Context: an optimization exercise on an open-source flow, tuned for small area. The choices shown serve that exercise and are no tape-out recipe.
Where RTL was checked, it was by simulation tests only, not by an equivalence proof against the original.
Only the layout flow was run in run 3; the RTL was not checked for function there.
Power is estimated from default activity; no workload was simulated.

<file path="flow/run.sh">
#!/bin/bash
# synth_recipe.tcl (not shown) runs the flow's synth.tcl, then flattens the netlist and writes it again
# the make line also repeats each setting of config.mk as NAME=value (left out here)
make -C /OpenROAD-flow-scripts/flow DESIGN_CONFIG=/design/flow/config.mk WORK_HOME=/design/flow/orfs CLKGATE_MAP_FILE= SYNTH_SCRIPT=/design/flow/synth_recipe.tcl finish
</file>
<file path="flow/config.mk">
export PLATFORM = sky130hd
export DESIGN_NAME = pfrb
export DESIGN_NICKNAME = pfrb
export VERILOG_FILES = /design/flow/design.v
export SDC_FILE = /design/flow/constraint.sdc
export NUM_CORES = 8
export LEC_CHECK = 0
export CAP_MARGIN = 20
export CORE_MARGIN = 2
export CORE_UTILIZATION = 40
export PLACE_DENSITY = 0.6
export SLEW_MARGIN = 20
</file>
<file path="flow/constraint.sdc">
create_clock -name core_clock -period 10.0 [get_ports {clk}]
set_input_delay 2.0000 -clock core_clock [delete_from_list [all_inputs] [get_ports {clk}]]
set_output_delay 2.0000 -clock core_clock [all_outputs]
set_load 0.01 [all_outputs]
</file>
<file path="flow/design.v">
module pfrb #(
    parameter CAPACITY = 48,
    parameter MIRRORED = 1
) (
    input  wire        clk,
    input  wire        rst,
    input  wire        in_valid,
    input  wire [7:0]  in_data,
    output wire        in_ready,
    input  wire        rx_fault,
    input  wire        cmd_valid,
    input  wire [8:0]  cmd,
    output reg         resp_valid,
    output reg  [46:0] resp
);
    localparam IDX_W = 6;
    localparam [1:0] PH_IDLE   = 2'd0;
    localparam [1:0] PH_HUNT   = 2'd1;
    localparam [1:0] PH_BODY   = 2'd2;
    localparam [1:0] PH_HALTED = 2'd3;
    localparam [2:0] OP_READY  = 3'd0;
    localparam [2:0] OP_SNAP   = 3'd1;
    localparam [2:0] OP_RDSNAP = 3'd2;
    localparam [2:0] OP_RPM    = 3'd3;
    localparam [2:0] OP_START  = 3'd4;
    localparam [1:0] ST_OK        = 2'd0;
    localparam [1:0] ST_ERR_OP    = 2'd1;
    localparam [1:0] ST_ERR_INDEX = 2'd2;
    reg [1:0]        phase;
    reg [1:0]        mpos;
    reg [4:0]        bcnt;
    reg [7:0]        bodyreg [0:31];
    reg [20:0]       ring_ang  [0:CAPACITY-1];
    reg [15:0]       ring_dist [0:CAPACITY-1];
    reg [7:0]        ring_int  [0:CAPACITY-1];
    reg [20:0]       snap_ang  [0:CAPACITY-1];
    reg [15:0]       snap_dist [0:CAPACITY-1];
    reg [7:0]        snap_int  [0:CAPACITY-1];
    reg [IDX_W-1:0]  wcur;
    reg              rotc;
    reg [15:0]       prev_start;
    reg [15:0]       rpm_raw;
    reg [15:0]       cksum;
    wire [2:0]       op  = cmd[2:0];
    wire [IDX_W-1:0] idx = cmd[IDX_W+2:3];
    wire cmd_snap  = cmd_valid && (op == OP_SNAP);
    wire cmd_start = cmd_valid && (op == OP_START);
    assign in_ready = (phase == PH_HUNT) || (phase == PH_BODY);
    wire accept = in_valid && in_ready && !rx_fault;
    reg [7:0] marker_byte;
    always @(*) begin
        case (mpos)
            2'd0:    marker_byte = 8'h55;
            2'd1:    marker_byte = 8'hAA;
            2'd2:    marker_byte = 8'h03;
            default: marker_byte = 8'h08;
        endcase
    end
    reg [2:0] m_next;
    always @(*) begin
        if (in_data == marker_byte)
            m_next = {1'b0, mpos} + 3'd1;
        else if (in_data == 8'h55)
            m_next = 3'd1;
        else
            m_next = 3'd0;
    end
    wire commit = accept && (phase == PH_BODY) && (bcnt == 5'd31);
    wire [15:0] raw_speed = {bodyreg[1],  bodyreg[0]};
    wire [15:0] raw_start = {bodyreg[3],  bodyreg[2]};
    wire [15:0] raw_end   = {bodyreg[29], bodyreg[28]};
    wire [15:0] raw_cks   = {in_data,     bodyreg[30]};
    wire signed [23:0] s_ang = $signed({8'd0, raw_start}) - 24'sd40960;
    wire signed [23:0] sweep = $signed({8'd0, raw_end}) - $signed({8'd0, raw_start})
                             + ((raw_end < raw_start) ? 24'sd23040 : 24'sd0);
    reg signed [23:0] lane_ang [0:7];
    integer li;
    always @(*) begin
        for (li = 0; li < 8; li = li + 1) begin
            lane_ang[li] = (s_ang * 24'sd8) + (sweep * $signed(li[23:0]));
            if (MIRRORED != 0)
                lane_ang[li] = -lane_ang[li];
        end
    end
    wire [15:0] lane_dist [0:7];
    wire [7:0]  lane_int  [0:7];
    genvar gl;
    generate
        for (gl = 0; gl < 8; gl = gl + 1) begin : g_lane
            assign lane_dist[gl] = {bodyreg[5 + 3*gl], bodyreg[4 + 3*gl]};
            assign lane_int[gl]  = bodyreg[6 + 3*gl];
        end
    endgenerate
    reg [IDX_W-1:0] lane_slot [0:7];
    integer ls;
    always @(*) begin
        for (ls = 0; ls < 8; ls = ls + 1)
            lane_slot[ls] = ({26'd0, wcur} + ls) % CAPACITY;
    end
    always @(posedge clk) begin
        if (rst) begin
            phase      <= PH_IDLE;
            mpos       <= 2'd0;
            bcnt       <= 5'd0;
            wcur       <= {IDX_W{1'b0}};
            rotc       <= 1'b0;
            prev_start <= 16'd0;
            rpm_raw    <= 16'd0;
            cksum      <= 16'd0;
        end else begin
            if (cmd_start && phase == PH_IDLE)
                phase <= PH_HUNT;
            if (cmd_snap)
                rotc <= 1'b0;
            if (accept) begin
                if (phase == PH_HUNT) begin
                    if (m_next == 3'd4) begin
                        phase <= PH_BODY;
                        bcnt  <= 5'd0;
                        mpos  <= 2'd0;
                    end else begin
                        mpos  <= m_next[1:0];
                    end
                end else begin
                    if (bcnt == 5'd31) begin
                        bcnt  <= 5'd0;
                        phase <= PH_HUNT;
                        mpos  <= 2'd0;
                    end else begin
                        bcnt  <= bcnt + 5'd1;
                    end
                end
            end
            if (commit) begin
                wcur       <= (wcur + 8) % CAPACITY;
                if (raw_start < prev_start)
                    rotc   <= 1'b1;
                prev_start <= raw_start;
                rpm_raw    <= raw_speed;
                cksum      <= raw_cks;
            end
            if (rx_fault && phase != PH_HALTED)
                phase <= PH_HALTED;
        end
    end
    always @(posedge clk) begin
        if (accept && phase == PH_BODY)
            bodyreg[bcnt] <= in_data;
    end
    genvar gs;
    generate
        for (gs = 0; gs < CAPACITY; gs = gs + 1) begin : g_slot
            integer wi;
            always @(posedge clk) begin
                if (rst) begin
                    ring_ang[gs]  <= 21'd0;
                    ring_dist[gs] <= 16'd0;
                    ring_int[gs]  <= 8'd0;
                end else if (commit) begin
                    for (wi = 0; wi < 8; wi = wi + 1) begin
                        if (lane_slot[wi] == gs) begin
                            ring_ang[gs]  <= lane_ang[wi][20:0];
                            ring_dist[gs] <= lane_dist[wi];
                            ring_int[gs]  <= lane_int[wi];
                        end
                    end
                end
            end
            always @(posedge clk) begin
                if (rst) begin
                    snap_ang[gs]  <= 21'd0;
                    snap_dist[gs] <= 16'd0;
                    snap_int[gs]  <= 8'd0;
                end else if (cmd_snap) begin
                    snap_ang[gs]  <= ring_ang[gs];
                    snap_dist[gs] <= ring_dist[gs];
                    snap_int[gs]  <= ring_int[gs];
                end
            end
        end
    endgenerate
    always @(posedge clk) begin
        if (rst) begin
            resp_valid <= 1'b0;
        end else begin
            resp_valid <= cmd_valid;
        end
    end
    always @(posedge clk) begin
        if (cmd_valid) begin
            case (op)
                OP_READY:  resp <= {ST_OK, 44'd0, rotc};
                OP_SNAP:   resp <= {ST_OK, 45'd0};
                OP_RDSNAP: begin
                    if (idx >= CAPACITY)
                        resp <= {ST_ERR_INDEX, 45'd0};
                    else
                        resp <= {ST_OK, snap_ang[idx], snap_dist[idx], snap_int[idx]};
                end
                OP_RPM:    resp <= {ST_OK, 29'd0, rpm_raw};
                OP_START:  resp <= {ST_OK, 45'd0};
                default:   resp <= {ST_ERR_OP, 45'd0};
            endcase
        end
    end
endmodule
</file>
==> results of run 1 <==
## cell families (layout without fill, tap and decap cells)
kind of cell,count (synthesis),after routing,share of synthesized area (%)
adder cells (fa/ha/maj),447,447,3.332
other,2,58,0.004121
XOR/XNOR,165,165,0.8005
buffers and inverters,1950,1678,4.022
AND/OR/NAND/NOR,9434,9434,20.29
AO/OA/AOI/OAI,5867,5867,18.81
multiplexers,10,10,0.05835
flip-flops,4653,4653,52.69
## tightest hold or removal path, cell delays in order, from the launching register on
cell and delay (ps):
dfxtp_1 310, nand2_1 50, a21oi_1 50
## flip-flops by register name, indices dropped and copies added, names as in the netlist, 16 cells and up
name / cells
ring_ang: 1008
snap_ang: 1008
ring_dist: 768
snap_dist: 768
ring_int: 384
snap_int: 384
bodyreg: 240
resp: 47
prev_start: 16
rpm_raw: 16
## power groups by stage
stage	Sequential [mW]	Combinational, mW	Clock, mW
2_1_floorplan	19.1	0.413	0
3_3_place_gp	19.2	0.821	0
3_5_place_dp	19.2	0.819	0
4_1_cts	18.7	0.819	18.0
5_1_grt	18.7	0.863	18.7
6_report	18.7	0.860	18.0
## through the flow
stage | setup slack [ps] | hold slack (ps) | area [µm²] | util (%) | instances
after global placement | 1047 | 432.1 | 189500 | 41.83 | 27372
after floorplan | 1975 | 427.0 | 182300 | - | 22529
after CTS | 791.7 | 372.7 | 205100 | 45.26 | 28232
after global routing | 97.42 | 407.7 | 205100 | 45.27 | 28242
after detailed placement | 924.3 | 439.6 | 189600 | 41.84 | 27373
final | 757.5 | 355.2 | 205200 | 45.30 | 28288
## synthesized netlist by cell type, types with 31 or more instances
cell type  number
nand2b_1       35
fa_1           64
nor2b_1        31
nor2_1        870
xnor2_1       118
dfxtp_1      4366
clkbuf_1     1565
ha_1          383
a221oi_1      457
nor4_1         57
and2_1         34
nor3_1         60
o21ai_0       175
a211oi_1      129
nand4_1       151
inv_1         283
xor2_1         46
a21o_1         42
a22o_1        447
nand3b_1       44
o21a_1         62
nand3_1       113
buf_1          90
a21oi_1      4247
nand2_1      7925
edfxtp_1      287
a22oi_1       142
## worst paths after layout
kind | startpoint | to | slack (ps) | cells after the start
worst max-delay path | bodyreg[2][2] | ring_ang[31][20] | 760 | 30
worst min-delay path | ring_ang[31][20] | snap_ang[31][20] | 360 | 2
worst max register to register | bodyreg[2][2] | ring_ang[31][20] | 760 | 30
worst min register to register | ring_ang[31][20] | snap_ang[31][20] | 360 | 2
## metal layers
metal  GRT usage (%)  vias up  share of wire (%)
li1                -    74359                  -
met1           46.74    82433                 39
met2           49.91    10992                 42
met3           7.748     2037                 13
met4           16.93       24                5.5
met5               0        -              0.053
## layout make-up
cell class                      instances  area share [%]
Sequential cell                      4653           46.79
Multi-Input combinational cell      15926           38.98
Clock buffer                          721           6.746
Tap cell                             5976           3.643
Timing Repair Buffer                  533           2.459
Clock inverter                        138          0.7980
Inverter                              286          0.5231
Antenna cell                           55         0.06706
==> results.toml, run 1 <==
[routing]
routed_wirelength_um = 821900
routed-via-count = 169845
detail-route-antenna-nets = 0
detailedRoute.firstIterationViolations = 29384
detail_route.first_pass.iterations = 6
routedWlPerCell_um = 29.06
post_dr_vias_cell = 6.004
drt_drc_violations_left = 0

[die]
die_h_um = 679.0
core_area_mm2 = 0.4531
design.die.area_mm2 = 0.4611
rows = 247
die_width_um = 679.0
initial_utilization_pct = 40.23
ios = 71

[final_layout]
final_layout_size_suffix_gt1_share_pct = 6.209
mostFrequentLayoutCell = "nand2_1"
area_of_the_multi_input_gates_mm2 = 0.07999
n_fill_cell = 44938
most_frequent_cells_in_the_layout = "7913 x nand2_1, 4366 x dfxtp_1, 4244 x a21oi_1, 798 x nor2_1, 470 x clkbuf_16"
area_delta_synth_final_pct = 12.61
area.sequential_mm2 = 0.09602
final_net_count = 22329

[clocking]
cts_inserted_buffers = 460
cts_num_sinks = 4653
hold_fix_buffers_cts = 0
cts_post_setup_buffers_inserted = 0
clk_path_buf_depth = 4
path_clk_slew_ps = 60
clock-root-buffer = "clkbuf_16"
post_cts_resized = 0
cts-htree-levels = 5
worstSkewPairLatency_ps = 1080
tritoncts = "done"

[synth]
syn_area_mm2 = 0.1823
fraction_of_registers_with_async_set_reset_pct = 0
yosys_synthesis_warning_count = 9
synth.distinct_cells = 87
yosys-top-cells-area = "dfxtp_1 48%, nand2_1 16%, a21oi_1 12%"
synth_cells = 22528
synthDominantAreaCellType = "dfxtp_1"
yosysSeqAreaShare_pct = 52.69
postSynthAreaPerCell_um2 = 8.090
ys_seq_elements = 4653
postSynth.topFlopCell = "dfxtp_1"
synth_edf_count = 287
post-synth-top-area-fraction_pct = 47.96

[global_route]
gr-total-overflow = 0
grt_antenna_before_repair = 101
first_global_vias = 148000
grt_pass1_wl_um = 1135000
grtUsageTotal_pct = 33.98
grt_max_degree = 217

[timing]
tightest_slew_ps = 1262
setup_viol = 0
finalSetupTns_ps = 0
skew_ps = 119.7
fmaxAchievable_mhz = 108.2
max_slew_headroom_at_the_worst_pin_pct = 15.26
final_max_slew_viol_count = 0
final_number_of_hold_violating_endpoints = 0
unrepaired_setup_endpoints_after_global_routing = "no"
min_period_ps = 9243
min_period_over_period_pct = 92.43

[placement]
routabilityCongestion = 0.9618
portBuffers = 70
dp.final_hpwl_um = 476100

[pwr]
internal_power_mw = 29.01
seqPwrFrac_pct = 49.8
ir_drop_uv = 213.5
total_switching_power_mw = 8.615
clockPowerShare_pct = 47.9
leakagePower_nw = 67.45
power.total_mw = 37.63
pwr-share-comb_pct = 2.3
netSwitchingFraction_pct = 22.90
power_per_cell_area_mw_per_mm2 = 183.3

[setup_path]
cp_data_required_time_ps = 10800
timing.critical_path.fanout_max = 9
cp_slowest_stage_delay_ps = 600
critPathLaunchType = "register"
timing_worst_setup_path_type = "register to register"
critPathArrivalTime_ps = 10050
cp_num_buf_inv = 5
critPathSlowestCell = "mux2i_1"
setup.worst_path.end_class = "register"
timing.critical_path.mode_cell = "ha_1"
critical-path-top-delay-family = "adder cells"

[min_path]
min-delay-path-class = "register to register"

[outcome]
status = "finished clean"

[run]
max-cap-violations = 0
==> run 2: changes to the inputs <==
==> flow/design.v (replaced) <==
module pfrb (
    input  wire        clk,
    input  wire        rst,
    input  wire        in_valid,
    input  wire [7:0]  in_data,
    output wire        in_ready,
    input  wire        rx_fault,
    input  wire        cmd_valid,
    input  wire [8:0]  cmd,
    output reg         resp_valid,
    output reg  [46:0] resp
);
    localparam BW = 224;    
    localparam [1:0] PH_IDLE   = 2'b00;
    localparam [1:0] PH_HUNT   = 2'b10;
    localparam [1:0] PH_BODY   = 2'b11;
    localparam [1:0] PH_HALTED = 2'b01;
    reg [1:0]  phase;
    reg [4:0]  cnt;           
    reg [15:0] spd;           
    reg [15:0] prev_start;
    reg        ltf;           
    reg [207:0] sr;           
    reg [2:0]  wblk;          
    reg        rotc;
    reg [15:0] rpm_raw;
    reg        commit_q;      
    reg [5:0]  ring_z;
    reg [5:0]  snap_z;
    reg [BW*6-1:0] ring;
    reg [BW*6-1:0] snap;
    wire [2:0] op  = cmd[2:0];
    wire cmd_snap = cmd_valid && (op == 3'd1);
    assign in_ready = phase[1];
    wire accept  = in_valid && in_ready && !rx_fault;
    wire in_body = phase[0];
    wire acc_body = accept && in_body;
    wire acc_hunt = accept && !in_body;
    wire commit  = acc_body && (cnt == 5'd31);
    reg [7:0] marker_byte;
    always @(*) begin
        case (cnt[1:0])
            2'd0:    marker_byte = 8'h55;
            2'd1:    marker_byte = 8'hAA;
            2'd2:    marker_byte = 8'h03;
            default: marker_byte = 8'h08;
        endcase
    end
    wire match  = (in_data == marker_byte);
    wire is55   = (in_data == 8'h55);
    wire [7:0] cmp_p = cnt[0] ? prev_start[15:8] : prev_start[7:0];
    wire       cmp_f = cnt[0] ? ltf : 1'b0;
    wire [8:0] cmp_d = {1'b0, in_data} - {1'b0, cmp_p} - {8'd0, cmp_f};
    wire       cmp_lt = cmp_d[8];
    always @(posedge clk) begin
        if (rst) begin
            phase   <= PH_IDLE;
            cnt     <= 5'd0;
            wblk    <= 3'd0;
            rotc    <= 1'b0;
            prev_start <= 16'd0;
            rpm_raw <= 16'd0;
            ring_z  <= 6'h3f;
            snap_z  <= 6'h3f;
            commit_q <= 1'b0;
        end else begin
            commit_q <= commit;
            if (commit_q)
                rpm_raw <= spd;
            if (cmd_valid && op == 3'd4 && phase == PH_IDLE)
                phase <= PH_HUNT;
            if (cmd_snap)
                snap_z <= ring_z;
            if (acc_hunt) begin
                if (match && cnt[1:0] == 2'd3) begin
                    phase <= PH_BODY;
                    cnt   <= 5'd0;
                end else if (match) begin
                    cnt   <= cnt + 5'd1;
                end else begin
                    cnt   <= {4'd0, is55};
                end
            end
            if (acc_body) begin
                cnt <= cnt + 5'd1;
                if (cnt == 5'd2) prev_start[7:0]  <= in_data;
                if (cnt == 5'd3) prev_start[15:8] <= in_data;
            end
            if (commit) begin
                phase   <= PH_HUNT;
                wblk    <= (wblk == 3'd5) ? 3'd0 : wblk + 3'd1;
            end
            rotc <= (rotc && !cmd_snap) || (commit && ltf);
            if (commit)
                ring_z[wblk] <= 1'b0;
            if (rx_fault && phase != PH_HALTED)
                phase <= PH_HALTED;
        end
    end
    always @(posedge clk) begin
        if (acc_body && cnt[4:1] == 4'd1)
            ltf <= cmp_lt;
        if (acc_body && cnt == 5'd0) spd[7:0]  <= in_data;
        if (acc_body && cnt == 5'd1) spd[15:8] <= in_data;
        if (acc_body && cnt >= 5'd4 && cnt <= 5'd29)
            sr <= {in_data, sr[207:8]};
    end
    genvar b;
    generate
        for (b = 0; b < 6; b = b + 1) begin : g_blk
            always @(posedge clk) begin
                if (commit && wblk == b)
                    ring[BW*b +: BW] <= {sr, prev_start};
                if (cmd_snap)
                    snap[BW*b +: BW] <= ring[BW*b +: BW];
            end
        end
    endgenerate
    reg [8:0] cmd_q;
    reg       rotc_q;
    always @(posedge clk) begin
        if (rst)
            resp_valid <= 1'b0;
        else
            resp_valid <= cmd_valid;
        cmd_q  <= cmd;
        rotc_q <= rotc;
    end
    wire [2:0] q_op  = cmd_q[2:0];
    wire [2:0] rb = cmd_q[8:6];
    wire [2:0] ri = cmd_q[5:3];
    wire [47:0] sel;
    wire [5:0]  bsel;
    genvar g, h;
    generate
        for (g = 0; g < 6; g = g + 1) begin : g_bsel
            assign bsel[g] = (rb == g);
            for (h = 0; h < 8; h = h + 1) begin : g_sel
                assign sel[g*8+h] = bsel[g] && (ri == h);
            end
        end
    endgenerate
    reg [23:0] smp;       
    reg [31:0] raw;       
    reg        blk_z;
    integer k;
    always @(*) begin
        smp   = 24'd0;
        raw   = 32'd0;
        blk_z = 1'b0;
        for (k = 0; k < 48; k = k + 1)
            smp = smp | ({24{sel[k]}} & snap[BW*(k/8) + 16 + 24*(k%8) +: 24]);
        for (k = 0; k < 6; k = k + 1) begin
            raw   = raw | ({32{bsel[k]}} & {snap[BW*k+208 +: 16], snap[BW*k +: 16]});
            blk_z = blk_z | (bsel[k] & snap_z[k]);
        end
    end
    wire [15:0] r_start = raw[15:0];
    wire [15:0] r_end   = raw[31:16];
    wire [16:0] dd    = {1'b0, r_end} - {1'b0, r_start};
    wire [20:0] d_ang = {{4{dd[16]}}, dd} + (dd[16] ? 21'd23040 : 21'd0);
    wire [20:0] s8    = {2'b0, r_start, 3'b0} - 21'd327680;
    wire [20:0] ang   = 21'd0 - (s8 + d_ang * {18'd0, ri});
    wire [44:0] sdata = {ang, smp[15:0], smp[23:16]};
    always @(*) begin
        case (q_op)
            3'd0: resp = {2'd0, 44'd0, rotc_q};
            3'd2: begin
                if (rb[2:1] == 2'b11)
                    resp = {2'd2, 45'd0};
                else if (blk_z)
                    resp = 47'd0;
                else
                    resp = {2'd0, sdata};
            end
            3'd3: resp = {2'd0, 29'd0, rpm_raw};
            3'd5, 3'd6, 3'd7: resp = {2'd1, 45'd0};
            default: resp = 47'd0;
        endcase
    end
endmodule
==> run 2 against run 1 <==
The layout now fails its checks (negative setup slack). Sequential share of layout area rose by 28 points. Final cell count fell by 69%. First-iteration DRC count fell by 77%. Register-to-register slack improved by 4500 ps. Count of clock-buffer cells in the layout fell by 362. Synthesized cell count fell by 79%. Critical path type is now register to primary output. Critical endpoint is now resp[44]. Largest cell class unchanged.
==> results.toml, run 2 <==
[outcome]
status = "complete, but fails checks"
violations = "negative setup slack"

[setup_path]
timing.critical_path.fanout_max = 6
cp_data_required_time_ps = 8000
timing.critical_path.mode_cell = "ha_4"
regToRegStartpoint = "cnt[0]"
reg2reg_slack_ps = 5210
critPathLaunchType = "register"
timing_worst_setup_path_type = "register to primary output"
timing.critical_path.from = "cmd_q[7]"
setup.worst_path.end_class = "primary output"
critPathArrivalTime_ps = 8120
critPathSlowestCell = "fa_1"
cp_slowest_stage_delay_ps = 580

[synth]
synth_cells = 4759
synth_most_common_cell = "edfxtp_1"
ys_seq_elements = 2980
syn_area_mm2 = 0.1015
yosysSeqAreaShare_pct = 87.53
postSynth.topFlopCell = "edfxtp_1"
synth.distinct_cells = 63
synth-compound-area-share_pct = 6.619
post-synth-top-area-fraction_pct = 86.21
yosys.area_share.simple_pct = 2.601
muxShareOfSynthArea_pct = 0.2737
fraction_of_registers_with_async_set_reset_pct = 0
synthDominantAreaCellType = "edfxtp_1"
yosys_synthesis_warning_count = 1
synth.cells.most_frequent = "2913 x edfxtp_1, 241 x a22o_1, 239 x a221oi_1"
synth-xor-area-share_pct = 0.3107
synth_top_family_by_area = "compound AO/OA/AOI/OAI gates"
synth_edf_count = 2913
synth-adder-area-share_pct = 1.783
yosys-top-cells-area = "edfxtp_1 86%, a22o_1 2.1%, a221oi_1 2.1%"
postSynthAreaPerCell_um2 = 21.32

[timing]
final_number_of_hold_violating_endpoints = 0
fmaxAchievable_mhz = 98.77
min_period_over_period_pct = 101.2
skew_ps = 68.24
max_slew_headroom_at_the_worst_pin_pct = 18.76
setup_slack_ps = -124.6
tightest_slew_ps = 1219
unrepaired_setup_endpoints_after_global_routing = "yes"
min_period_ps = 10120
setup_viol = 2
final_max_slew_viol_count = 0

[clocking]
worstSkewPairLatency_ps = 940
cts_num_sinks = 2980
hold_fix_buffers_cts = 0
clock-root-buffer = "clkbuf_16"
tritoncts = "done"
path_clk_slew_ps = 60
cts_inserted_buffers = 298
cts-htree-levels = 5
clk_path_buf_depth = 4

[die]
die_h_um = 507.7
initial_utilization_pct = 40.29
die_width_um = 507.7
ios = 71
rows = 184
core_area_mm2 = 0.2519
design.die.area_mm2 = 0.2577

[routing]
post_dr_vias_cell = 5.678
routed_wirelength_um = 271600
routedWlPerCell_um = 30.82
detailedRoute.firstIterationViolations = 6811
detail-route-antenna-nets = 0
routed-via-count = 50044
drt_drc_violations_left = 0
detail_route.first_pass.iterations = 6

[placement]
routabilityCongestion = 0.8493
portBuffers = 70
dp.final_hpwl_um = 151100
placed_cells = 8270

[final_layout]
layout_top_registers = "ring: 1344 flops, snap: 1344 flops, sr: 208 flops"
mostFrequentLayoutCell = "edfxtp_1"
final_layout_size_suffix_gt1_share_pct = 15.73
most_frequent_cells_in_the_layout = "2913 x edfxtp_1, 306 x clkbuf_16, 241 x a22o_1, 238 x a221oi_1, 233 x buf_4"
n_fill_cell = 20483
instances_no_fill = 8813
area_delta_synth_final_pct = 16.91
final_net_count = 5398

[run]
max-cap-violations = 0

[min_path]
holdCritStartpoint = "rotc"
min-delay-path-class = "register to register"

[global_route]
grt_max_degree = 176
first_global_vias = 48327
grt_pass1_wl_um = 375600
grtUsageTotal_pct = 20.70
gr-total-overflow = 0
grt_antenna_before_repair = 13

[pwr]
ir_drop_uv = 312.6
total_switching_power_mw = 6.191
seqPwrFrac_pct = 49.0
internal_power_mw = 21.50
netSwitchingFraction_pct = 22.36
power.total_mw = 27.69
power_per_cell_area_mw_per_mm2 = 233.4
pwr-share-comb_pct = 12.1
leakagePower_nw = 37.43
clockPowerShare_pct = 38.9
==> run 2: changes by cell type in the layout (fill, tap and decap cells not counted), sizes merged, moves of 139 or more <==
cell    previous run  this run
dfxtp           4366        67
buf              472       281
o21ai            176        37
nand2           7925        89
a221oi           457       239
edfxtp           287      2913
a21oi           4247        53
nor2             870       130
ha               383        87
inv              295        94
clkbuf           722       359
a22o             447       241
==> run 2: kinds of logic (layout without fill, tap and decap cells) <==
kind of cell / Yosys count / count (layout)
flops: 2980 / 2980
compound gates: 833 / 833
simple gates: 522 / 522
buf+inv: 238 / 940
fa+ha+maj: 123 / 123
xor+xnor: 36 / 36
mux: 27 / 27
other cells: 0 / 4
==> run 2: worst max-delay path: cells and delay by family (launching register included) <==
family,cells,cell delay [ps]
AOI/OAI and AO/OA,11,1990
DFF,1,430
muxes,1,180
buffers and inverters,7,880
xor gates and xnor gates,2,300
and+or+nand+nor,12,1300
adders and majority gates,7,2070
==> run 2: layout make-up <==
cell class / count / area (µm²) / share of cell area, %
Tap cell: 3348 / 4189 / 3.531
Sequential cell: 2980 / 88830 / 74.88
Inverter: 87 / 329.1 / 0.2774
Timing Repair Buffer: 345 / 3099 / 2.613
Clock inverter: 149 / 1406 / 1.186
Clock buffer: 359 / 7886 / 6.648
Multi-Input combinational cell: 1541 / 12880 / 10.86
Antenna cell: 4 / 10.01 / 0.008438
==> run 2: power by group through the flow <==
stage / clock network, mW / logic, mW / registers [mW]
global route: 11.4 / 3.69 / 13.6
detailed placement: 0 / 2.70 / 13.8
finish: 10.8 / 3.35 / 13.6
floorplan: 0 / 1.79 / 13.8
global placement: 0 / 2.68 / 13.8
CTS: 10.9 / 2.98 / 13.6
==> run 2: metrics by stage <==
| step | utilization, % | setup TNS (ps) | hold WS (ps) | cell area (µm²) | setup slack (ps) |
|---|---|---|---|---|---|
| 6_report | 47.10 | -176.3 | 355.4 | 118600 | -124.6 |
| 4_1_cts | 46.92 | -455.7 | 353.4 | 118200 | -261.8 |
| 5_1_grt | 47.10 | -1266 | 356.7 | 118600 | -541.1 |
| 3_3_place_gp | 43.01 | -233.7 | 334.9 | 108300 | -233.7 |
| 3_5_place_dp | 43.02 | -278.9 | 336.8 | 108400 | -239.4 |
| 2_1_floorplan | - | -254230 | 323.5 | 101500 | -1222 |
==> run 2: what timing repair did <==
action                                  CTS  global route
pin swaps                                49            44
setup buffers                            20            12
endpoints found under the setup margin    8             8
resized for setup                       106            74
==> run 2: path summary, 6_finish.rpt <==
kind,to,cells past startpoint
setup / recovery,resp[44],40
setup reg to reg,ring[304],7
hold reg to reg,rotc_q,0
hold / removal,rotc_q,0
==> run 2: routing by layer <==
layer / GRT usage [%] / share of wire, % / vias to the layer above
met1: 28.82 / 41 / 26398
met3: 3.459 / 8.4 / 451
met4: 6.074 / 2.8 / 6
li1: - / - / 20574
met5: 0 / 0.014 / -
met2: 33.61 / 48 / 2615
==> run 3: changes to the inputs <==
--- a/flow/design.v
+++ b/flow/design.v
@@ -140,28 +140,51 @@
             end
         end
     endgenerate
+    wire [2:0] in_rb = cmd[8:6];
+    wire [2:0] in_ri = cmd[5:3];
+    reg [31:0] raw;       
+    integer kr;
+    always @(*) begin
+        raw = 32'd0;
+        for (kr = 0; kr < 6; kr = kr + 1)
+            raw = raw | ({32{in_rb == kr}} & {snap[BW*kr+208 +: 16], snap[BW*kr +: 16]});
+    end
+    wire [15:0] r_start = raw[15:0];
+    wire [15:0] r_end   = raw[31:16];
+    wire        wrap    = (r_end < r_start);
+    wire [15:0] m0 = in_ri[0] ? r_end : r_start;
+    wire [15:0] m1 = in_ri[1] ? r_end : r_start;
+    wire [15:0] m2 = in_ri[2] ? r_end : r_start;
+    wire [18:0] q  = {3'b0, r_start} + {3'b0, m0} + {2'b0, m1, 1'b0} + {1'b0, m2, 2'b0};
+    reg  [20:0] c_wi;
+    always @(*) begin
+        case ({wrap, in_ri})
+            4'b1001: c_wi = 21'd327680 - 21'd23040;
+            4'b1010: c_wi = 21'd327680 - 21'd46080;
+            4'b1011: c_wi = 21'd327680 - 21'd69120;
+            4'b1100: c_wi = 21'd327680 - 21'd92160;
+            4'b1101: c_wi = 21'd327680 - 21'd115200;
+            4'b1110: c_wi = 21'd327680 - 21'd138240;
+            4'b1111: c_wi = 21'd327680 - 21'd161280;
+            default: c_wi = 21'd327680;
+        endcase
+    end
+    reg [20:0] ang_q;
+    always @(posedge clk)
+        ang_q <= c_wi - {2'b0, q};
     reg [23:0] smp;       
-    reg [31:0] raw;       
     reg        blk_z;
     integer k;
     always @(*) begin
         smp   = 24'd0;
-        raw   = 32'd0;
         blk_z = 1'b0;
         for (k = 0; k < 48; k = k + 1)
             smp = smp | ({24{sel[k]}} & snap[BW*(k/8) + 16 + 24*(k%8) +: 24]);
         for (k = 0; k < 6; k = k + 1) begin
-            raw   = raw | ({32{bsel[k]}} & {snap[BW*k+208 +: 16], snap[BW*k +: 16]});
             blk_z = blk_z | (bsel[k] & snap_z[k]);
         end
     end
-    wire [15:0] r_start = raw[15:0];
-    wire [15:0] r_end   = raw[31:16];
-    wire [16:0] dd    = {1'b0, r_end} - {1'b0, r_start};
-    wire [20:0] d_ang = {{4{dd[16]}}, dd} + (dd[16] ? 21'd23040 : 21'd0);
-    wire [20:0] s8    = {2'b0, r_start, 3'b0} - 21'd327680;
-    wire [20:0] ang   = 21'd0 - (s8 + d_ang * {18'd0, ri});
-    wire [44:0] sdata = {ang, smp[15:0], smp[23:16]};
+    wire [44:0] sdata = {ang_q, smp[15:0], smp[23:16]};
     always @(*) begin
         case (q_op)
             3'd0: resp = {2'd0, 44'd0, rotc_q};
--- a/flow/config.mk
+++ b/flow/config.mk
@@ -7,6 +7,9 @@
 export LEC_CHECK = 0
 export CAP_MARGIN = 20
 export CORE_MARGIN = 2
-export CORE_UTILIZATION = 40
-export PLACE_DENSITY = 0.6
+export CORE_UTILIZATION = 70
+export CTS_BUF_LIST = sky130_fd_sc_hd__clkbuf_8
+export CTS_CLUSTER_DIAMETER = 50
+export CTS_CLUSTER_SIZE = 16
+export PLACE_DENSITY = 0.8
 export SLEW_MARGIN = 20
==> run 3 against run 2 <==
Now clean on timing, DRC and antenna. Area after synthesis grew 0.43%. Non-clock buffer count shrank 185. Power shrank 25%. Clock power shrank 47%. Die area shrank 42%. Critical path depth shrank 31. Synthesized cell count grew 3.1%. Core utilization grew 28 points. Via count shrank 1.0%. First-iteration DRC count grew 37%. Largest cell class unchanged.
==> results.toml, run 3 <==
[outcome]
status = "finished clean"

[global_route]
busiest_layer = "met2"
gr-total-overflow = 0
grt_use_met3_pct = 8.133
grt_use_met1_pct = 47.35
grt_antenna_before_repair = 9
global_route.usage.met2_pct = 51.63
grt_max_degree = 192
first_global_vias = 47961
grtUsageTotal_pct = 33.69
grt_pass1_wl_um = 345200

[timing]
min_period_ps = 7907
fmaxAchievable_mhz = 126.5
setup_viol = 0
final_number_of_hold_violating_endpoints = 0
unrepaired_setup_endpoints_after_global_routing = "no"
final_max_slew_viol_count = 0
skew_ps = 46.19
tightest_slew_ps = 1198
max_slew_headroom_at_the_worst_pin_pct = 20.12
min_period_over_period_pct = 79.07

[clocking]
clock-root-buffer = "clkbuf_8"
cts_num_sinks = 3001
tritoncts = "done"
cts-htree-levels = 4
cts_post_setup_buffers_inserted = 0
cts_inserted_buffers = 215
post_cts_resized = 0
path_clk_slew_ps = 120
worstSkewPairLatency_ps = 1010
hold_fix_buffers_cts = 0
clk_path_buf_depth = 3

[pwr]
internal_power_mw = 16.29
netSwitchingFraction_pct = 21.21
power_per_cell_area_mw_per_mm2 = 189.3
total_switching_power_mw = 4.385
pwr-share-comb_pct = 6.0
clockPowerShare_pct = 27.7
power.total_mw = 20.67
leakagePower_nw = 35.13
seqPwrFrac_pct = 66.2
ir_drop_uv = 213.2

[setup_path]
reg2reg_slack_ps = 4480
regToRegStartpoint = "snap[442]"
worst_r2r_path_depth = 19
timing.critical_path.fanout_max = 13
timing_worst_setup_path_type = "register to primary output"
critPathLaunchType = "register"
critPathArrivalTime_ps = 5910
worstSetupEndpoint = "resp[9]"
setup.worst_path.end_class = "primary output"
timing.critical_path.from = "cmd_q[8]"
worst_reg2reg_endpoint = "ang_q[19]"
cp_data_required_time_ps = 8000

[synth]
synth.distinct_cells = 64
synthDominantAreaCellType = "edfxtp_1"
synth.cells.most_frequent = "2913 x edfxtp_1, 622 x a22oi_1, 315 x nand2_1"
postSynthAreaPerCell_um2 = 20.78
postSynth.topFlopCell = "edfxtp_1"
ys_seq_elements = 3001
yosysSeqAreaShare_pct = 87.57
synth_cells = 4905
fraction_of_registers_with_async_set_reset_pct = 0
synth_most_common_cell = "edfxtp_1"
post-synth-top-area-fraction_pct = 85.84
yosys_synthesis_warning_count = 1
yosys-top-cells-area = "edfxtp_1 86%, a22oi_1 4.6%, dfxtp_1 1.7%"
synth_edf_count = 2913
syn_area_mm2 = 0.1019

[final_layout]
n_fill_cell = 7327
most_frequent_cells_in_the_layout = "2913 x edfxtp_1, 622 x a22oi_1, 315 x nand2_1, 220 x clkbuf_8, 124 x inv_1"
final_net_count = 5259
mostFrequentLayoutCell = "edfxtp_1"
layout_top_registers = "ring: 1344 flops, snap: 1344 flops, sr: 208 flops"
area_of_the_multi_input_gates_mm2 = 0.01214
final_core_utilization_pct = 75.30
design_area_mm2 = 0.1092
final_layout_size_suffix_gt1_share_pct = 8.277
area.sequential_mm2 = 0.08924
area_delta_synth_final_pct = 7.178

[die]
die_h_um = 385.6
core_area_mm2 = 0.1450
initial_utilization_pct = 70.26
rows = 140
die_width_um = 385.6
design.die.area_mm2 = 0.1486
ios = 71

[placement]
portBuffers = 70
placement.cell_area_mm2 = 0.1056
routabilityCongestion = 0.8206
dp.final_hpwl_um = 135500

[run]
max-cap-violations = 0

[routing]
routedWlPerCell_um = 34.68
routed-via-count = 49544
detail_route.first_pass.iterations = 8
drt_drc_violations_left = 0
detail-route-antenna-nets = 0
post_dr_vias_cell = 6.950
routed_wirelength_um = 247200
detailedRoute.firstIterationViolations = 9312

[min_path]
min-delay-path-class = "register to register"
hold_path_depth = 0
[run 3: cell count changes after synthesis, moves of 55 or more]
cell      before  now
a22oi_1      177  622
nand2_1       89  315
a22o_1       241   23
a221oi_1     239   31
nand4_1       76   20
buf_2          2   57
[run 3: power by group through the flow]
stage	Combinational, mW	Clock (mW)	Sequential, mW
after CTS	1.25	5.75	13.7
final	1.25	5.74	13.7
after detailed placement	1.24	0	14.0
after global routing	1.40	6.13	13.7
after floorplan	0.911	0	14.0
after global placement	1.20	0	14.0
[run 3: cell families after synthesis]
logic type	share of synthesized area, %
adders and majority gates	1.643
and+or+nand+nor	2.931
muxes	0.8128
xor gates and xnor gates	0.1891
AOI/OAI and AO/OA	5.903
buffers and inverters	0.9540
DFF	87.57
[run 3: final cells by class]
cell class | count | share of cell area [%]
clock buffers | 220 | 2.772
flip-flops and latches | 3001 | 81.70
diodes | 5 | 0.01146
multi-input cells | 1666 | 11.12
clock inverters | 78 | 0.4743
inverters | 82 | 0.2818
well taps | 1917 | 2.196
repair buffers | 160 | 1.446
[run 3: worst min path at each step]
stage,start,end
floorplan,rotc,rotc_q
global placement,rotc,rotc_q
detailed placement,rotc,rotc_q
CTS,ring[1268],snap[1268]
global route,ring[1111],snap[1111]
finish,ring[1268],snap[1268]
[run 3: critical path, cell delays in order, from the launching register on]
cell	delay [ps]
dfxtp_1	740
nand3b_1	760
nor2_4	1160
buf_4	500
a22oi_1	110
nand2_1	130
nor4_1	70
nand3_1	570
a22o_1	260
clkdlybuf4s50_1	560
[run 3: stage by stage]
step	setup slack, ps	hold WS (ps)	TNS [ps]	std cells
after floorplan	-1233	323.5	-256470	4905
final	2093	404.0	0	7129
after detailed placement	1477	399.7	0	6825
after global placement	1816	386.9	0	6825
after global routing	1994	408.9	0	7125
after CTS	2123	402.2	0	7123
[run 3: metal layers]
layer  wire length, µm  vias up
li1                  -    20000
met1             84360    24603
met2            114400     4260
met3             35650      673
met4             12690        8
met5               102        -
==> run 4: changes to the inputs <==
--- a/flow/design.v
+++ b/flow/design.v
@@ -25,12 +25,20 @@
     reg        rotc;
     reg [15:0] rpm_raw;
     reg        commit_q;      
-    reg [5:0]  ring_z;
+    reg        rfull;         
+    reg        rpm_ok;        
     reg [5:0]  snap_z;
     reg [BW*6-1:0] ring;
     reg [BW*6-1:0] snap;
     wire [2:0] op  = cmd[2:0];
     wire cmd_snap = cmd_valid && (op == 3'd1);
+    wire [5:0] ring_z;
+    genvar zb;
+    generate
+        for (zb = 0; zb < 6; zb = zb + 1) begin : g_rz
+            assign ring_z[zb] = !rfull && (wblk <= zb);
+        end
+    endgenerate
     assign in_ready = phase[1];
     wire accept  = in_valid && in_ready && !rx_fault;
     wire in_body = phase[0];
@@ -58,15 +66,14 @@
             cnt     <= 5'd0;
             wblk    <= 3'd0;
             rotc    <= 1'b0;
-            prev_start <= 16'd0;
-            rpm_raw <= 16'd0;
-            ring_z  <= 6'h3f;
+            rfull   <= 1'b0;
+            rpm_ok  <= 1'b0;
             snap_z  <= 6'h3f;
             commit_q <= 1'b0;
         end else begin
             commit_q <= commit;
             if (commit_q)
-                rpm_raw <= spd;
+                rpm_ok <= 1'b1;
             if (cmd_valid && op == 3'd4 && phase == PH_IDLE)
                 phase <= PH_HUNT;
             if (cmd_snap)
@@ -83,23 +90,24 @@
             end
             if (acc_body) begin
                 cnt <= cnt + 5'd1;
-                if (cnt == 5'd2) prev_start[7:0]  <= in_data;
-                if (cnt == 5'd3) prev_start[15:8] <= in_data;
             end
             if (commit) begin
                 phase   <= PH_HUNT;
                 wblk    <= (wblk == 3'd5) ? 3'd0 : wblk + 3'd1;
+                if (wblk == 3'd5)
+                    rfull <= 1'b1;
             end
             rotc <= (rotc && !cmd_snap) || (commit && ltf);
-            if (commit)
-                ring_z[wblk] <= 1'b0;
             if (rx_fault && phase != PH_HALTED)
                 phase <= PH_HALTED;
         end
     end
     always @(posedge clk) begin
         if (acc_body && cnt[4:1] == 4'd1)
-            ltf <= cmp_lt;
+            ltf <= cmp_lt && !ring_z[0];
+        if (acc_body && cnt == 5'd2) prev_start[7:0]  <= in_data;
+        if (acc_body && cnt == 5'd3) prev_start[15:8] <= in_data;
+        if (commit_q) rpm_raw <= spd;
         if (acc_body && cnt == 5'd0) spd[7:0]  <= in_data;
         if (acc_body && cnt == 5'd1) spd[15:8] <= in_data;
         if (acc_body && cnt >= 5'd4 && cnt <= 5'd29)
@@ -196,7 +204,7 @@
                 else
                     resp = {2'd0, sdata};
             end
-            3'd3: resp = {2'd0, 29'd0, rpm_raw};
+            3'd3: resp = {2'd0, 29'd0, rpm_ok ? rpm_raw : 16'd0};
             3'd5, 3'd6, 3'd7: resp = {2'd1, 45'd0};
             default: resp = 47'd0;
         endcase
--- a/flow/config.mk
+++ b/flow/config.mk
@@ -8,8 +8,8 @@
 export CAP_MARGIN = 20
 export CORE_MARGIN = 2
 export CORE_UTILIZATION = 70
-export CTS_BUF_LIST = sky130_fd_sc_hd__clkbuf_8
-export CTS_CLUSTER_DIAMETER = 50
-export CTS_CLUSTER_SIZE = 16
+export CTS_BUF_LIST = sky130_fd_sc_hd__clkbuf_16
+export CTS_CLUSTER_DIAMETER = 60
+export CTS_CLUSTER_SIZE = 24
 export PLACE_DENSITY = 0.8
 export SLEW_MARGIN = 20
==> run 4 against run 3 <==
Still clean. Non-clock buffer count up 23. Global-route usage grew 1.9 points. Area after synthesis shrank 0.58%. Worst hold slack lost 22 ps. Count of clock-buffer cells in the layout decreased by 59. Sequential power hardly changed. Final cell count fell by 5.1%. Clock skew down 6.0 ps. Sequential share of layout area fell by 0.28 points. Core utilization is 1.2 points higher. Worst setup slack worse by 140 ps. Sequential cell count shrank 4. Critical path type unchanged. Highest routed layer unchanged.
==> results.toml, run 4 <==
[outcome]
status = "finished clean"

[clocking]
tritoncts = "done"
post_cts_resized = 0
path_clk_slew_ps = 90
worstSkewPairLatency_ps = 840
cts-htree-levels = 4
cts_inserted_buffers = 153
cts_post_setup_buffers_inserted = 0
hold_fix_buffers_cts = 0
clock-root-buffer = "clkbuf_16"
clk_path_buf_depth = 3
cts_num_sinks = 2997

[timing]
max_slew_headroom_at_the_worst_pin_pct = 12.47
final_number_of_hold_violating_endpoints = 0
finalSetupTns_ps = 0
unrepaired_setup_endpoints_after_global_routing = "no"
final_max_slew_viol_count = 0
fmaxAchievable_mhz = 124.2
setup_viol = 0
setup_slack_ps = 1951
skew_ps = 40.22
min_period_ps = 8049
tightest_slew_ps = 1303
min_period_over_period_pct = 80.49

[final_layout]
area_delta_synth_final_pct = 8.468
design_area_mm2 = 0.1099
n_fill_cell = 6876
layout_top_registers = "ring: 1344 flops, snap: 1344 flops, sr: 208 flops"
most_frequent_cells_in_the_layout = "2945 x edfxtp_1, 263 x a221oi_1, 242 x a22o_1, 161 x clkbuf_16, 157 x a22oi_1"
final_layout_size_suffix_gt1_share_pct = 8.284
mostFrequentLayoutCell = "edfxtp_1"
instances_no_fill = 6768
final_net_count = 4911

[setup_path]
setup.worst_path.end_class = "primary output"
regToRegStartpoint = "snap[9]"
timing_worst_setup_path_type = "register to primary output"
worst_r2r_path_depth = 19
cp_data_required_time_ps = 8000
worst_reg2reg_endpoint = "ang_q[19]"
critPathLaunchType = "register"
critPathArrivalTime_ps = 6050
reg2reg_slack_ps = 4310
timing.critical_path.fanout_max = 16

[synth]
synth_edf_count = 2945
syn_area_mm2 = 0.1013
yosys_synthesis_warning_count = 1
synthDominantAreaCellType = "edfxtp_1"
yosys-top-cells-area = "edfxtp_1 87%, a221oi_1 2.3%, a22o_1 2.1%"
synth-adder-area-share_pct = 1.578
muxShareOfSynthArea_pct = 0.6434
ys_seq_elements = 2997
synth-xor-area-share_pct = 0.1729
synth-compound-area-share_pct = 6.365
yosys.area_share.simple_pct = 1.967
synth.cells.most_frequent = "2945 x edfxtp_1, 263 x a221oi_1, 242 x a22o_1"
postSynthAreaPerCell_um2 = 22.06
synth_most_common_cell = "edfxtp_1"
synth.distinct_cells = 59
yosysSeqAreaShare_pct = 88.31
synth_top_family_by_area = "compound AO/OA/AOI/OAI gates"
synth_cells = 4593
postSynth.topFlopCell = "edfxtp_1"
post-synth-top-area-fraction_pct = 87.29
fraction_of_registers_with_async_set_reset_pct = 0

[placement]
placement.cell_area_mm2 = 0.1052
placed_cells = 6529
pre_cts_ws_ps = 1451
dp.final_hpwl_um = 135300
routabilityCongestion = 0.8481
portBuffers = 70

[die]
core_area_mm2 = 0.1437
design.die.area_mm2 = 0.1478
initial_utilization_pct = 70.53
die_width_um = 384.4
rows = 139
die_h_um = 384.4
ios = 71

[routing]
detail-route-antenna-nets = 0
routed-via-count = 49828
routedWlPerCell_um = 38.27
detail_route.first_pass.iterations = 24
drt_drc_violations_left = 0
post_dr_vias_cell = 7.362
detailedRoute.firstIterationViolations = 9085
routed_wirelength_um = 259000

[global_route]
grt_antenna_before_repair = 10
first_global_vias = 48730
gr-total-overflow = 0
grt_pass1_wl_um = 361000
grt_max_degree = 201
grtUsageTotal_pct = 35.57

[min_path]
holdCritStartpoint = "rotc"
min-delay-path-class = "register to register"
hold_path_depth = 0
capture_endpoint_of_the_worst_hold_path = "rotc_q"

[run]
max-cap-violations = 0

[pwr]
power_per_cell_area_mw_per_mm2 = 197.7
ir_drop_uv = 207.1
leakagePower_nw = 34.38
-- run 4: cell count changes in the layout (fill, tap and decap cells not counted), sizes merged, moves of 36 or more --
cell / delta
a221oi: +233
dfxtp: -36
nor4: -38
nand2: -253
clkbuf: -59
a22o: +219
nand4: +56
a22oi: -465
-- run 4: per-stage QoR --
step	hold slack (ps)	util [%]	total power [mW]
after CTS	373.2	76.45	21.72
final	382.2	76.50	21.73
after global placement	352.1	73.24	15.04
after global routing	376.6	76.48	22.21
after detailed placement	348.6	73.24	15.08
after floorplan	331.1	-	14.87
-- run 4: critical path, stage by stage (launching register included) --
cell	delay, ps
dfxtp_1	700
or3_1	940
nor2_4	380
buf_4	450
a22o_1	350
a221oi_1	270
nand4_1	130
nor3_1	1050
o22ai_1	330
clkdlybuf4s50_1	580
-- run 4: how the worst max path moves through the flow --
| stage | from | endpoint | slack (ps) | depth (start not counted) |
|---|---|---|---|---|
| 4_1_cts | cmd[7] | ang_q[19] | 2200 | 22 |
| 3_3_place_gp | cmd[7] | ang_q[19] | 1550 | 22 |
| 2_1_floorplan | cmd_valid | snap[0] | -13110 | 4 |
| 3_5_place_dp | cmd[7] | ang_q[19] | 1450 | 22 |
| 6_report | cmd_q[8] | resp[0] | 1950 | 9 |
| 5_1_grt | cmd[7] | ang_q[19] | 1730 | 22 |
-- run 4: cell type report --
cell class	count	area (µm²)	share of cell area, %
Clock buffer	161	4029	3.666
Multi-Input combinational cell	1364	11340	10.32
Inverter	85	322.8	0.2937
Clock inverter	63	578.1	0.5260
Antenna cell	12	30.03	0.02732
Timing Repair Buffer	183	1744	1.587
Tap cell	1903	2381	2.167
Sequential cell	2997	89480	81.42
-- run 4: report_power, final --
part | switching [mW] | leakage (nW) | internal, mW
Clock | 3.82 | 2.32 | 3.09
Sequential | 0.0172 | 27.0 | 13.7
Combinational | 0.681 | 5.04 | 0.457
Total | 4.51 | 34.4 | 17.2
-- run 4: logic make-up after synthesis --
family                     Yosys count
AOI/OAI and AO/OA                  790
xor gates and xnor gates            20
adders and majority gates          105
buffers and inverters              232
DFF                               2997
muxes                               63
and+or+nand+nor                    386
-- run 4: per-layer routing --
metal / vias up / GRT usage, % / routed length, µm / part of all wire (%)
met5: - / 0 / 90 / 0.035
met4: 14 / 18.93 / 15980 / 6.2
met3: 930 / 9.670 / 37410 / 14
met2: 4849 / 54.20 / 120400 / 47
met1: 24801 / 47.97 / 85090 / 33
li1: 19234 / - / - / -
==> run 5: changes to the inputs <==
--- a/flow/config.mk
+++ b/flow/config.mk
@@ -8,8 +8,8 @@
 export CAP_MARGIN = 20
 export CORE_MARGIN = 2
 export CORE_UTILIZATION = 70
-export CTS_BUF_LIST = sky130_fd_sc_hd__clkbuf_16
-export CTS_CLUSTER_DIAMETER = 60
-export CTS_CLUSTER_SIZE = 24
+export CTS_BUF_LIST = sky130_fd_sc_hd__clkbuf_8
+export CTS_CLUSTER_DIAMETER = 50
+export CTS_CLUSTER_SIZE = 20
 export PLACE_DENSITY = 0.8
 export SLEW_MARGIN = 20
==> run 5 against run 4 <==
Fmax is 1.1% higher. Area after synthesis unchanged. Final cell count increased by 1.0%.
==> results.toml, run 5 <==
[timing]
min_period_ps = 7959
finalSetupTns_ps = 0
final_max_slew_viol_count = 0
tightest_slew_ps = 1211
unrepaired_setup_endpoints_after_global_routing = "no"
setup_viol = 0
min_period_over_period_pct = 79.59
max_slew_headroom_at_the_worst_pin_pct = 19.10
skew_ps = 57.47
fmaxAchievable_mhz = 125.7
final_number_of_hold_violating_endpoints = 0

[clocking]
cts-htree-levels = 4
clk_path_buf_depth = 3
cts_post_setup_buffers_inserted = 0
clock-root-buffer = "clkbuf_8"
cts_inserted_buffers = 187
path_clk_slew_ps = 110
hold_fix_buffers_cts = 0
post_cts_resized = 0
tritoncts = "done"
worstSkewPairLatency_ps = 1000
cts_num_sinks = 2997

[pwr]
ir_drop_uv = 221.4
power.total_mw = 20.57
power_per_cell_area_mw_per_mm2 = 189.0
leakagePower_nw = 33.94

[synth]
synth.distinct_cells = 59
synth_most_common_cell = "edfxtp_1"
synthDominantAreaCellType = "edfxtp_1"
yosysSeqAreaShare_pct = 88.31
synth.cells.most_frequent = "2945 x edfxtp_1, 263 x a221oi_1, 242 x a22o_1"
postSynthAreaPerCell_um2 = 22.06
post-synth-top-area-fraction_pct = 87.29
yosys_synthesis_warning_count = 1
postSynth.topFlopCell = "edfxtp_1"
yosys-top-cells-area = "edfxtp_1 87%, a221oi_1 2.3%, a22o_1 2.1%"
synth_edf_count = 2945
ys_seq_elements = 2997
fraction_of_registers_with_async_set_reset_pct = 0
synth_cells = 4593
syn_area_mm2 = 0.1013

[routing]
post_dr_vias_cell = 7.073
routed_wirelength_um = 243000
detailedRoute.firstIterationViolations = 8797
detail_route.first_pass.iterations = 23
routedWlPerCell_um = 35.54
routed-via-count = 48363
detail-route-antenna-nets = 0
drt_drc_violations_left = 0

[setup_path]
cp_data_required_time_ps = 8000
critical-path-top-delay-family = "simple AND/OR/NAND/NOR gates"
cp_slowest_stage_delay_ps = 990
critPathLaunchType = "register"
critical_path.cell_chain = "or3_1, nor2_4, buf_4, a22o_1, a221oi_1, nand4_1, nor4_2, o21ai_0, clkdlybuf4s50_1"
critPathArrivalTime_ps = 5960
critPathSlowestCell = "nor4_2"
cp_num_buf_inv = 2
timing_worst_setup_path_type = "register to primary output"
setup.worst_path.end_class = "primary output"
timing.critical_path.fanout_max = 21

[global_route]
gr-total-overflow = 0
first_global_vias = 46443
grt_antenna_before_repair = 7
grtUsageTotal_pct = 33.27
grt_pass1_wl_um = 337700
grt_max_degree = 201

[die]
core_area_mm2 = 0.1437
die_width_um = 384.4
initial_utilization_pct = 70.53
ios = 71
design.die.area_mm2 = 0.1478
die_h_um = 384.4
rows = 139

[final_layout]
final_layout_size_suffix_gt1_share_pct = 9.377
design_area_mm2 = 0.1089
area_delta_synth_final_pct = 7.451
n_fill_cell = 7109
most_frequent_cells_in_the_layout = "2945 x edfxtp_1, 263 x a221oi_1, 242 x a22o_1, 193 x clkbuf_8, 157 x a22oi_1"
layout_top_registers = "ring: 1344 flops, snap: 1344 flops, sr: 208 flops"
mostFrequentLayoutCell = "edfxtp_1"
final_net_count = 4946

[placement]
dp.final_hpwl_um = 135300
routabilityCongestion = 0.8481
placement.cell_area_mm2 = 0.1052
portBuffers = 70

[run]
max-cap-violations = 0

[outcome]
status = "finished clean"

[min_path]
min-delay-path-class = "register to register"
-- run 5: through the flow --
step                hold WS (ps)  setup slack (ps)  util [%]  std cells
floorplan                  331.1            -13110         -       4593
global placement           352.1              1551     73.24       6529
detailed placement         348.6              1451     73.24       6529
CTS                        371.2              2112     75.73       6826
global route               375.4              2004     75.77       6831
finish                     375.8              2041     75.78       6838
-- run 5: path summary, 6_finish.rpt --
path,from,endpoint,slack (ps),cells after the start
worst max register to register,snap[9],ang_q[19],4240,19
worst min register to register,rotc,rotc_q,380,0
worst min-delay path,rotc,rotc_q,380,0
worst max-delay path,cmd_q[8],resp[8],2040,9
-- run 5: final cells by class --
cell class	count	area (µm²)	share of cell area (%)
multi-input combinational	1364	11320	10.40
tap	1903	2381	2.187
clock buffer	193	2656	2.440
antenna	8	20.02	0.01839
clock inverter	104	919.6	0.8447
timing repair buffer	184	1772	1.627
inverter	85	322.8	0.2965
sequential	2997	89480	82.19
-- run 5: power by group --
group	switching, mW	total, mW	internal, mW
Combinational	0.671	1.13	0.456
Clock	3.65	5.76	2.11
Sequential	0.0164	13.7	13.7
Total	4.34	20.6	16.2
-- run 5: cell families after synthesis --
family	after synthesis	synth area share (%)
AO/OA/AOI/OAI	790	6.365
buffers and inverters	232	0.9608
adder cells (fa/ha/maj)	105	1.578
flip-flops	2997	88.31
AND/OR/NAND/NOR	386	1.967
XOR/XNOR	20	0.1729
multiplexers	63	0.6434
-- run 5: per-layer routing --
| metal | global-route usage (%) | wire length, µm | vias up |
|---|---|---|---|
| li1 | - | - | 19326 |
| met1 | 46.27 | 83570 | 24192 |
| met2 | 50.99 | 112800 | 4145 |
| met3 | 8.501 | 34140 | 696 |
| met4 | 14.93 | 12470 | 4 |
| met5 | 0 | 27 | - |
-- run 5: worst reg2reg max path: cells and delay by family (launching register included) --
family          cells  cell delay [ps]
xor+xnor            1              150
flops               1              430
fa+ha+maj           3             1180
compound gates     12             3250
simple gates        3              670
==> run 6: changes to the inputs <==
--- a/flow/config.mk
+++ b/flow/config.mk
@@ -10,6 +10,6 @@
 export CORE_UTILIZATION = 70
 export CTS_BUF_LIST = sky130_fd_sc_hd__clkbuf_8
 export CTS_CLUSTER_DIAMETER = 50
-export CTS_CLUSTER_SIZE = 20
+export CTS_CLUSTER_SIZE = 16
 export PLACE_DENSITY = 0.8
 export SLEW_MARGIN = 20
==> run 6 against run 5 <==
Worst hold slack got worse by 6.6 ps. Combinational power about the same. Die area did not move. Cell area is essentially flat. Count of clock-buffer cells in the layout is 25 higher. Via count is 0.60% lower. Clock power shrank 0.9%. Clock skew is 20 ps lower. Final cell count hardly changed. Synthesized cell count unchanged. Critical path type unchanged.
==> results.toml, run 6 <==
[setup_path]
timing_worst_setup_path_type = "register to primary output"
critPathLaunchType = "register"
setup.worst_path.end_class = "primary output"
worst_reg2reg_endpoint = "ang_q[19]"
worstSetupEndpoint = "resp[0]"
cp_data_required_time_ps = 8000
regToRegStartpoint = "snap[9]"
critPathSlowestCell = "nor3_1"
timing.critical_path.from = "cmd_q[6]"
worst_r2r_path_depth = 19
critPathArrivalTime_ps = 5920
cp_slowest_stage_delay_ps = 1030
critical_path.cell_chain = "or3_1, nor2_4, buf_4, a22o_1, a221oi_1, nand4_1, nor3_1, o22ai_1, clkdlybuf4s50_1"
timing.critical_path.fanout_max = 15
reg2reg_slack_ps = 4280

[synth]
ys_seq_elements = 2997
synthDominantAreaCellType = "edfxtp_1"
postSynthAreaPerCell_um2 = 22.06
post-synth-top-area-fraction_pct = 87.29
yosys-top-cells-area = "edfxtp_1 87%, a221oi_1 2.3%, a22o_1 2.1%"
synth_most_common_cell = "edfxtp_1"
fraction_of_registers_with_async_set_reset_pct = 0
yosys_synthesis_warning_count = 1
yosysSeqAreaShare_pct = 88.31
synth.distinct_cells = 59
syn_area_mm2 = 0.1013
synth_edf_count = 2945
synth.cells.most_frequent = "2945 x edfxtp_1, 263 x a221oi_1, 242 x a22o_1"
synth_cells = 4593
postSynth.topFlopCell = "edfxtp_1"

[placement]
dp.final_hpwl_um = 135300
portBuffers = 70
routabilityCongestion = 0.8481
pre_cts_ws_ps = 1451
placed_cells = 6529

[global_route]
gr-total-overflow = 0
grt_pass1_wl_um = 336500
grtUsageTotal_pct = 33.06
grt_max_degree = 201
first_global_vias = 46863
grt_antenna_before_repair = 9

[die]
die_h_um = 384.4
design.die.area_mm2 = 0.1478
initial_utilization_pct = 70.53
ios = 71
die_width_um = 384.4
core_area_mm2 = 0.1437
rows = 139

[pwr]
ir_drop_uv = 163.0
internal_power_mw = 16.26
total_switching_power_mw = 4.257
clockPowerShare_pct = 27.8
leakagePower_nw = 34.00
power_per_cell_area_mw_per_mm2 = 188.5
power.total_mw = 20.52
pwr-share-comb_pct = 5.5
netSwitchingFraction_pct = 20.75
seqPwrFrac_pct = 66.7

[clocking]
post_cts_resized = 0
hold_fix_buffers_cts = 0
cts-htree-levels = 4
clk_path_buf_depth = 3
tritoncts = "done"
cts_post_setup_buffers_inserted = 0
clock-root-buffer = "clkbuf_8"
cts_num_sinks = 2997
worstSkewPairLatency_ps = 1000
cts_inserted_buffers = 214
path_clk_slew_ps = 100

[final_layout]
area_of_the_multi_input_gates_mm2 = 0.01132
n_fill_cell = 7082
final_layout_size_suffix_gt1_share_pct = 9.239
area_delta_synth_final_pct = 7.418
mostFrequentLayoutCell = "edfxtp_1"
layout_top_registers = "ring: 1344 flops, snap: 1344 flops, sr: 208 flops"
area.sequential_mm2 = 0.08948
most_frequent_cells_in_the_layout = "2945 x edfxtp_1, 263 x a221oi_1, 242 x a22o_1, 218 x clkbuf_8, 157 x a22oi_1"
final_net_count = 4974
instances_no_fill = 6833

[timing]
finalSetupTns_ps = 0
final_max_slew_viol_count = 0
setup_viol = 0
skew_ps = 37.81
min_period_ps = 7925
min_period_over_period_pct = 79.25
unrepaired_setup_endpoints_after_global_routing = "no"
tightest_slew_ps = 1260
setup_slack_ps = 2075
fmaxAchievable_mhz = 126.2
max_slew_headroom_at_the_worst_pin_pct = 15.37
final_number_of_hold_violating_endpoints = 0

[min_path]
hold_path_depth = 0
min-delay-path-class = "register to register"

[routing]
detailedRoute.firstIterationViolations = 8698
detail_route.first_pass.iterations = 22
routed_wirelength_um = 241200
drt_drc_violations_left = 0
detail-route-antenna-nets = 0
post_dr_vias_cell = 7.036
routed-via-count = 48075
routedWlPerCell_um = 35.30

[run]
max-cap-violations = 0

[outcome]
status = "finished clean"
[run 6: cell counts after synthesis]
Identical to the previous run, type by type.
[run 6: kinds of logic after synthesis]
kind of cell	synth area share, %
xor+xnor	0.1729
buf+inv	0.9608
flops	88.31
fa+ha+maj	1.578
simple gates	1.967
mux	0.6434
compound gates	6.365
[run 6: routing by layer]
metal | track usage, % | vias up | share of wire [%]
met5 | 0 | - | 0.019
met4 | 15.15 | 6 | 5.3
met3 | 8.159 | 669 | 14
met2 | 50.31 | 4059 | 46
met1 | 46.43 | 23997 | 35
li1 | - | 19344 | -
[run 6: worst min path at each step]
| stage | startpoint | slack (ps) | endpoint |
|---|---|---|---|
| 2_1_floorplan | rotc | 330 | rotc_q |
| 3_3_place_gp | rotc | 350 | rotc_q |
| 3_5_place_dp | rotc | 350 | rotc_q |
| 4_1_cts | rotc | 370 | rotc_q |
| 5_1_grt | rotc | 370 | rotc_q |
| 6_report | rotc | 370 | rotc_q |
[run 6: power by group through the flow]
| stage | clock (mW) | combinational (mW) | sequential, mW |
|---|---|---|---|
| 2_1_floorplan | 0 | 0.802 | 14.1 |
| 3_3_place_gp | 0 | 1.08 | 14.0 |
| 3_5_place_dp | 0 | 1.11 | 14.0 |
| 4_1_cts | 5.74 | 1.12 | 13.7 |
| 5_1_grt | 6.14 | 1.26 | 13.7 |
| 6_report | 5.71 | 1.13 | 13.7 |
[run 6: layout make-up]
cell class,instances,area share [%]
inverters,85,0.2966
multi-input cells,1364,10.40
clock buffers,218,2.757
repair buffers,185,1.635
flip-flops and latches,2997,82.21
clock inverters,76,0.4989
diodes,5,0.01150
well taps,1903,2.188
[run 6: through the flow]
| stage | hold slack (ps) | instance area [µm²] | utilization [%] |
|---|---|---|---|
| finish | 369.3 | 108800 | 75.76 |
| global route | 372.0 | 108800 | 75.76 |
| CTS | 367.7 | 108800 | 75.71 |
| detailed placement | 348.6 | 105200 | 73.24 |
| global placement | 352.1 | 105200 | 73.24 |
| floorplan | 331.1 | 101300 | - |
[run 6: critical path, delay by kind of cell, from the launching register on]
kind | cells | cell delay (ps)
and+or+nand+nor | 4 | 2440
buffers and inverters | 2 | 1000
DFF | 1 | 660
AOI/OAI and AO/OA | 3 | 830

==> port drivers added, routing unchanged <==
No port has a modelled driver above. Below, the same layouts with a new extraction and two added sets of constraints. Step 1 assumes that a clkbuf_16 drives the clock port and a buf_2 every other input. Step 2 moves the port delays by t, midway between the first and last clock arrival at a register: inputs arrive t later, outputs are due t later. That takes back most of the time a late clock gives input paths. a / b / c = ideal / step 1 / step 2; a / b = the first two.
run	t (ns)	setup WS [ns]	worst data-port slew with drivers (ns)	cell pins on the clock port's net
run 1	1.141	0.757 / 0.757 / 0.757	0.22	1
run 2	1.010	-0.125 / -0.228 / 0.783	0.12	1
run 3	1.046	2.093 / 2.018 / 1.442	0.06	1
run 4	0.893	1.951 / 1.866 / 1.283	0.05	1
run 5	1.054	2.041 / 1.962 / 1.291	0.05	1
run 6	1.050	2.075 / 1.997 / 1.338	0.05	1
The setup slack of run 5, which loses most, moves by -0.079 ns with the drivers and by -0.750 ns with both steps.
